This is an optimization exercise on Yosys and OpenROAD, whose aim is small area, a short achievable clock period and few clock cycles per item, not a production implementation. The RTL was checked by simulation tests, not by an equivalence proof against the original design. No activity file was given, so power comes from the tool's default toggle rates.

**flow/run.sh**
```bash
#!/bin/bash
# synth_recipe.tcl (not shown) runs the flow's synth.tcl, then flattens the netlist and writes it again
# the make line also repeats each setting of config.mk as NAME=value (left out here)
make -C /OpenROAD-flow-scripts/flow DESIGN_CONFIG=/design/flow/config.mk WORK_HOME=/design/flow/orfs CLKGATE_MAP_FILE= SYNTH_SCRIPT=/design/flow/synth_recipe.tcl finish
```
**flow/config.mk**
```make
export PLATFORM = sky130hd
export DESIGN_NAME = lbv1_xu
export DESIGN_NICKNAME = lbv1_xu
export VERILOG_FILES = /design/flow/design.v
export SDC_FILE = /design/flow/constraint.sdc
export NUM_CORES = 4
export LEC_CHECK = 0
export CAP_MARGIN = 20
export CORE_MARGIN = 2
export CORE_UTILIZATION = 50
export SETUP_SLACK_MARGIN = 5
export SLEW_MARGIN = 20
```
**flow/constraint.sdc**
```tcl
create_clock -name core_clock -period 10.0 [get_ports {clk}]
set_input_delay 2.0000 -clock core_clock [delete_from_list [all_inputs] [get_ports {clk}]]
set_output_delay 2.0000 -clock core_clock [all_outputs]
set_load 0.01 [all_outputs]
```
**flow/design.v**
```verilog
module lbv1_xu (
    input  wire         clk,
    input  wire         rst,
    input  wire         start,
    input  wire [3:0]   op,
    input  wire [3:0]   a_len,
    input  wire [63:0]  a_val,
    input  wire [3:0]   b_len,
    input  wire [63:0]  b_val,
    output wire         busy,
    output wire         done,
    output wire [3:0]   r_len,
    output wire [63:0]  r_val,
    output wire         ovf,
    output wire         dbz
);
    localparam [3:0] OP_ADD = 4'd0,  OP_SUB = 4'd1,  OP_NEG = 4'd2,  OP_MUL = 4'd3,
                     OP_DIV = 4'd4,  OP_REM = 4'd5,  OP_INC = 4'd6,  OP_DEC = 4'd7,
                     OP_AND = 4'd8,  OP_OR  = 4'd9,  OP_XOR = 4'd10, OP_NOT = 4'd11,
                     OP_SHL = 4'd12, OP_SHR = 4'd13;
    reg         busy_q, done_q;
    reg         st_exec, st_mul, st_dala, st_div, st_fix;
    reg         c_xneg;      
    reg         c_yb;        
    reg         c_yinv;      
    reg         c_zb;        
    reg         c_zor;       
    reg         c_cin;       
    reg         c_carry;     
    reg         c_arith;     
    reg         f_div;       
    reg         f_aovf;      
    reg         f_shift, f_shr;
    reg [3:0]   rl_q;        
    reg [7:0]   m8_q;        
    reg [65:0]  r_q;
    reg [63:0]  a_q, b_q;
    reg [6:0]   lza_q, lzb_q;
    reg [5:0]   amt_q;       
    reg [5:0]   cnt_q;
    reg         dbz_q;
    reg         lost_q, movf_q;
    integer i;
    reg [63:0] mask_r;       
    always @(*) begin
        for (i = 0; i < 8; i = i + 1)
            mask_r[8*i +: 8] = {8{m8_q[i]}};
    end
    wire r_hi = (|r_q[65:64]) || (|(r_q[63:0] & ~mask_r));
    assign busy  = busy_q;
    assign done  = done_q;
    assign r_len = rl_q;
    assign r_val = r_q[63:0] & mask_r;
    assign ovf   = movf_q | (f_aovf & r_hi);
    assign dbz   = dbz_q;
    wire accept = start && !busy_q;
    function [6:0] clz64(input [63:0] x);
        integer j;
        reg found;
        begin
            clz64 = 7'd64;
            found = 1'b0;
            for (j = 63; j >= 0; j = j - 1)
                if (!found && x[j]) begin
                    clz64 = 7'd63 - j[6:0];
                    found = 1'b1;
                end
        end
    endfunction
    wire [3:0]  in_w     = (a_len > b_len) ? a_len : b_len;
    wire        in_shift = (op == OP_SHL) || (op == OP_SHR);
    wire        in_lop   = (op == OP_NEG) || (op == OP_INC) || (op == OP_DEC) ||
                           (op == OP_NOT) || in_shift;
    wire [3:0]  in_rl    = in_lop ? a_len : in_w;
    wire        in_mul   = (op == OP_MUL);
    wire        in_div   = (op == OP_DIV) || (op == OP_REM);
    wire        in_swap  = in_mul && (b_len < a_len);
    wire [63:0] in_m     = in_swap ? b_val : a_val;      
    wire [65:0] cx = r_q ^ {2'b00, {64{c_xneg}}};
    wire [65:0] cy = {{2{c_yinv}}, (b_q & {64{c_yb}}) ^ {64{c_yinv}}};
    wire [65:0] cz = {1'b0, (b_q[63] & c_zb), (b_q[62:0] & {63{c_zb}}) | {63{c_zor}}, c_zor};
    wire [65:0] cs_s = cx ^ cy ^ cz;
    wire [65:0] cs_c = (cx & cy) | (cx & cz) | (cy & cz);
    wire [65:0] ad_x = cs_s & {66{!c_carry}};
    wire [65:0] ad_y = c_arith ? {cs_c[64:0], c_cin} : (cs_c & {66{c_carry}});
    wire [65:0] sum  = ad_x + ad_y;
    wire [5:0]  d_s    = lzb_q[5:0] - lza_q[5:0];
    wire [5:0]  rt_amt = st_dala ? d_s : amt_q;
    reg  [63:0] rt_out;
    always @(*) begin
        rt_out = b_q;
        for (i = 0; i < 6; i = i + 1)
            if (rt_amt[i]) rt_out = (rt_out << (1 << i)) | (rt_out >> (64 - (1 << i)));
    end
    reg  [63:0] keep_shl;    
    reg  [63:0] keep_shr;    
    always @(*) begin
        for (i = 0; i < 64; i = i + 1) begin
            keep_shl[i] = (i >= r_q[5:0]);
            keep_shr[i] = ((63 - i) >= r_q[5:0]);
        end
    end
    wire        sh_big = f_shr ? (|r_q[63:6])
                               : ((|r_q[63:7]) || (r_q[6:0] >= {rl_q, 3'b000}));
    wire [63:0] sh_res = rt_out & (f_shr ? keep_shr : keep_shl) & {64{!sh_big}};
    wire        m_ovf  = movf_q | r_hi | (lost_q & (|a_q[1:0]));
    wire        m_lost = lost_q | (|b_q[63:62]);
    wire [63:0] a_rest = a_q >> 2;
    wire        m_last = (a_rest == 64'd0);
    wire        d_neg  = sum[64];                
    wire [63:0] d_quo  = {a_q[62:0], !d_neg};
    wire        d_last = (cnt_q == 6'd0);
    always @(posedge clk) begin
        if (rst) begin
            busy_q  <= 1'b0;
            done_q  <= 1'b0;
            st_exec <= 1'b0;
            st_mul  <= 1'b0;
            st_dala <= 1'b0;
            st_div  <= 1'b0;
            st_fix  <= 1'b0;
        end else if (!busy_q) begin
            done_q <= 1'b0;
            if (accept) begin
                busy_q  <= 1'b1;
                rl_q    <= in_rl;
                for (i = 0; i < 8; i = i + 1)
                    m8_q[i] <= (in_rl > i);
                r_q     <= {2'b00, in_mul ? 64'd0 : (in_shift ? b_val : a_val)};
                a_q     <= in_div ? 64'd0 : in_m;
                b_q     <= (in_swap || in_shift) ? a_val : b_val;
                lza_q   <= clz64(a_val);
                lzb_q   <= clz64(b_val);
                amt_q   <= (op == OP_SHR) ? (6'd0 - b_val[5:0]) : b_val[5:0];
                dbz_q   <= 1'b0;
                lost_q  <= 1'b0;
                movf_q  <= 1'b0;
                f_div   <= (op == OP_DIV);
                f_aovf  <= (op == OP_ADD) || (op == OP_INC) || in_mul;
                f_shift <= in_shift;
                f_shr   <= (op == OP_SHR);
                c_xneg  <= (op == OP_NEG);
                c_yb    <= in_mul ? in_m[0] :
                           ((op == OP_ADD) || (op == OP_SUB) || (op == OP_AND) ||
                            (op == OP_OR) || (op == OP_XOR));
                c_yinv  <= (op == OP_SUB) || (op == OP_DEC) || (op == OP_NOT);
                c_zb    <= in_mul && in_m[1];
                c_zor   <= (op == OP_OR);
                c_cin   <= (op == OP_SUB) || (op == OP_NEG) || (op == OP_INC);
                c_carry <= (op == OP_AND) || (op == OP_OR);
                c_arith <= !((op == OP_AND) || (op == OP_OR) || (op == OP_XOR) ||
                             (op == OP_NOT));
                st_mul  <= in_mul;
                st_dala <= in_div;
                st_exec <= !(in_mul || in_div);
            end
        end else begin
            if (st_exec) begin
                r_q     <= f_shift ? {2'b00, sh_res} : sum;
                st_exec <= 1'b0;
                busy_q  <= 1'b0;
                done_q  <= 1'b1;
            end
            if (st_mul) begin
                r_q    <= sum;
                a_q    <= a_rest;
                b_q    <= b_q << 2;
                c_yb   <= a_q[2];
                c_zb   <= a_q[3];
                lost_q <= m_lost;
                movf_q <= m_ovf;
                if (m_last) begin
                    st_mul <= 1'b0;
                    busy_q <= 1'b0;
                    done_q <= 1'b1;
                end
            end
            if (st_dala) begin
                st_dala <= 1'b0;
                if (lzb_q[6]) begin
                    dbz_q  <= 1'b1;
                    busy_q <= 1'b0;
                    done_q <= 1'b1;
                end else if (lza_q > lzb_q) begin
                    if (f_div) r_q <= 66'd0;
                    busy_q <= 1'b0;
                    done_q <= 1'b1;
                end else begin
                    b_q     <= rt_out;
                    cnt_q   <= d_s;
                    c_yb    <= 1'b1;
                    c_yinv  <= 1'b1;
                    c_cin   <= 1'b1;
                    st_div  <= 1'b1;
                end
            end
            if (st_div) begin
                r_q    <= sum;
                a_q    <= d_quo;
                cnt_q  <= cnt_q - 6'd1;
                c_yinv <= !d_neg;
                c_cin  <= !d_neg;
                if (!d_last)
                    b_q <= b_q >> 1;
                if (d_last) begin
                    st_div <= 1'b0;
                    if (f_div) begin
                        r_q    <= {2'b00, d_quo};
                        busy_q <= 1'b0;
                        done_q <= 1'b1;
                    end else begin
                        c_yb   <= d_neg;
                        c_yinv <= 1'b0;
                        c_cin  <= 1'b0;
                        st_fix <= 1'b1;
                    end
                end
            end
            if (st_fix) begin
                r_q    <= sum;
                st_fix <= 1'b0;
                busy_q <= 1'b0;
                done_q <= 1'b1;
            end
        end
    end
endmodule
```
==> out/results.tsv <==
stage	metric	value	unit
global_route	grt_start_max_net_pins	165	
setup_path	critPathBufInv	4	
cts	cts.clk_slew.worst_paths	0.07	ns
drt	vias	37590	
min_path	hold_path_class	reg2reg	
setup_path	critPathArrivalTime	5.39	ns
drt	ant_nets	0	
cts	htreeDepth	1	
cts	cts.sinks	254	
synth	ys_seq_elements	254	
setup_path	crit_path_end_kind	register	
timing	max_slew_margin	8.935	%
drt	drt_iter0_drc	6771	
pwr	leakage	14.22	nW
synth	synth_nets	4412	
place	placedCellCount	4963	
final_layout	syn_to_final_growth	16.52	%
die	die_area	68350	um^2
setup_path	worstPathCellList	inv_1 > ha_1 > inv_1 > fa_1 > mux2i_4 > buf_12 > buf_12 > mux2i_1 > mux2i_1 > mux4_2 > mux2i_1 > mux2i_1 > nor2_1 > a211oi_1 > a21oi_1 > a21oi_1	
synth	synth.avg_cell_area	8.053	um^2
die	die_y	261.4	um
global_route	grt_antenna_before_repair	9	
setup_path	critPathKind	reg2reg	
timing	worstMarginPinSlew	1.353	ns
drt	avgViaCountPerCell	7.393	
pwr	total_power	5.675	mW
status	status	timing/DRC/antenna clean	
setup_path	critPathRequiredTime	10.33	ns
synth	synth_area	33140	um^2
final_layout	layout.nets	4488	
timing	finalSetupTns	0	ns
synth	synth-warning-count	1	
pwr	vdd_drop_max	0.1383	mV
timing	drv_slew	0	
timing	worst_hold_slack	0.4787	ns
cts	cts_buffers	31	
timing	setup_violations	0	
global_route	use_met2	69.22	%
synth	ys_seq_area_share	22.81	%
final_layout	final_common_cell	mux2i_1	
global_route	grt_first_pass_wirelength	252.3	mm
timing	min_period	5.063	ns
synth	syn_inst	4115	
final_layout	instances_no_fill	5085	
setup_path	cpMostUsedCell	mux2i_1	
flow_run	cap_violations	0	
global_route	grt_pass1_vias	34150	
drt	drc	0	
cts	clock_latency	0.62	ns
global_route	use_met1	66.35	%
synth	synth_ff_type	edfxtp_1	
global_route	use_met3	24.38	%
setup_path	crit_family	multiplexers	
drt	drt-total-wl	184.9	mm
die	die_w	261.4	um
final_layout	drive_gt1_share	10.70	%
pwr	power_density	147.0	nW/um^2
global_route	overflow	0	
synth	async_reset_ff_share	0	%
place	place_hpwl	137.7	mm
setup_path	startpoint_type	register	
timing	fmax	0.1975	GHz
place	place_congestion	1.117	
die	initial_core_util	50.40	%
drt	wl_per_cell	36.37	um
global_route	grt.busiest_layer	met2	
cts	max-clock-path-buffers	3	
final_layout	final_area	38610	um^2
timing	period_share	50.63	%
drt	firstDrtPassIters	10	
timing	skew	0.02066	ns
setup_path	cp_slowest_cell	mux4_2	
final_layout	final_cell_mix	mux2i_1 (497), nand2_1 (432), a21oi_1 (391)	
synth	synth_edf_count	247	
place	placed_area	35960	um^2
cts	cts_tree	done	
place	numPortBuffers	214	
cts	cts-root-buf	clkbuf_16	
setup_path	cpPeakStageDelay	0.54	ns
die	core_area	65750	um^2
synth	ys_types	88	
timing	rsz0062_at_grt	yes	
die	core.rowCount	94	
global_route	groute.usage.overall	51.64	%
die	ios	215	
timing	finalHoldViolations	0	
setup_path	crit_fanout	60	
## routing by layer
metal | wire [um] | vias to the layer above
li1 | - | 15540
met1 | 66890 | 17920
met2 | 71210 | 3391
met3 | 31740 | 730
met4 | 14870 | 14
met5 | 230 | -
## logic make-up (layout without fill, tap and decap cells)
kind of cell	after synthesis	in the layout	share of synthesized area, %
other	0	7	0
multiplexers	588	588	18.73
AO/OA/AOI/OAI	1242	1242	23.54
buffers and inverters	415	513	4.871
flip-flops	254	254	22.81
XOR/XNOR	195	195	5.154
AND/OR/NAND/NOR	1267	1268	17.57
adder cells (fa/ha/maj)	154	154	7.332
## cell type report
class | instances | area (um^2)
fillers | 6035 | 27130
multi-input cells | 3447 | 24980
flip-flops and latches | 254 | 7569
repair buffers | 360 | 3623
well taps | 864 | 1081
clock buffers | 37 | 798.3
inverters | 97 | 370.4
clock inverters | 19 | 172.7
diodes | 7 | 17.52
## repair_timing
item,CTS,global route
gates resized for setup,89,139
cloned,2,6
endpoints found under the hold margin,0,0
setup endpoints to repair,137,147
setup buffers,27,24
hold buffers,0,0
pin swaps,10,30
## path summary, 6_finish.rpt
kind,from,to,slack (ns),depth (start not counted)
worst max-delay path,lzb_q[0]$_SDFFCE_PP1P_,b_q[21]$_DFFE_PP_,4.94,16
worst min-delay path,done_q$_SDFF_PP0_,done_q$_SDFF_PP0_,0.48,1
worst max register to register,lzb_q[0]$_SDFFCE_PP1P_,b_q[21]$_DFFE_PP_,4.94,16
worst min register to register,done_q$_SDFF_PP0_,done_q$_SDFF_PP0_,0.48,1
## power breakdown
group / switching (mW) / internal [mW]
sequential: 0.227 / 1.29
combinational: 1.93 / 1.06
clock: 0.528 / 0.641
## Yosys cell counts (10+ instances only)
| library cell | count | area, um^2 |
|---|---|---|
| mux4_2 | 20 | 450.4 |
| nand2b_1 | 21 | 131.4 |
| nand4_1 | 24 | 150.1 |
| o211ai_1 | 38 | 285.3 |
| a22oi_1 | 19 | 142.6 |
| nor2b_1 | 68 | 425.4 |
| nor3_1 | 68 | 340.3 |
| buf_1 | 46 | 172.7 |
| o31ai_1 | 20 | 150.1 |
| xnor2_1 | 108 | 945.9 |
| and3_1 | 13 | 81.33 |
| or3_1 | 13 | 81.33 |
| clkbuf_1 | 231 | 867.1 |
| fa_1 | 67 | 1341 |
| nor4_1 | 64 | 400.4 |
| a221oi_1 | 33 | 289.0 |
| nand3_1 | 80 | 400.4 |
| xor2_1 | 87 | 762.0 |
| mux2_2 | 52 | 585.6 |
| a211oi_1 | 116 | 870.8 |
| o21bai_1 | 15 | 112.6 |
| or2_2 | 10 | 62.56 |
| o21ai_0 | 200 | 1001 |
| mux2i_1 | 515 | 5155 |
| nand2_1 | 436 | 1637 |
| and2_1 | 73 | 456.7 |
| ha_1 | 87 | 1089 |
| o22ai_1 | 146 | 913.4 |
| buf_2 | 37 | 185.2 |
| a21o_1 | 45 | 337.8 |
| a21oi_1 | 398 | 1992 |
| a221o_1 | 11 | 110.1 |
| inv_1 | 89 | 334.1 |
| a32oi_1 | 10 | 87.58 |
| nor2_1 | 361 | 1355 |
| edfxtp_1 | 247 | 7417 |
| a31oi_1 | 70 | 437.9 |
## per-stage QoR
step           utilization [%]  worst slack (ns)
2_1_floorplan                -             4.981
3_3_place_gp             54.68             3.841
3_5_place_dp             54.69             3.776
4_1_cts                  57.21             4.911
5_1_grt                  58.70             4.928
6_report                 58.73             4.937
## sequential cells by signal, summed over array words and instances, names as in the netlist, 4 cells and up
name	flops
a_q	64
amt_q	6
b_q	64
cnt_q	6
lza_q	7
lzb_q	7
m8_q	8
r_q	66
rl_q	4
Testbench counts, summed over its fixed seeds: cycles 11,928, items 2,400.

-- what the ideal ports hide --
In the flow no input, the clock included, has a driving cell. The finished layout below was timed again as built, in two steps.
Step 1 assumes that a clkbuf_16 drives the clock port and a buf_2 every other input.
Step 2, shift: input delay + t, output delay - t, t = (earliest + latest rising clock arrival at the registers) / 2. This alone moves slack from input paths to output paths.
Three values: no drivers, after step 1, after step 2; two values: the first two.
t, ns: 0.674
setup WS [ns]: 4.937 / 4.937 / 4.375
slew at the worst register clock pin (ns): 0.07 / 0.07
After both steps setup and hold are still met in this run. The setup slack of this run moves by 0.000 ns with the drivers and by -0.562 ns with both steps.
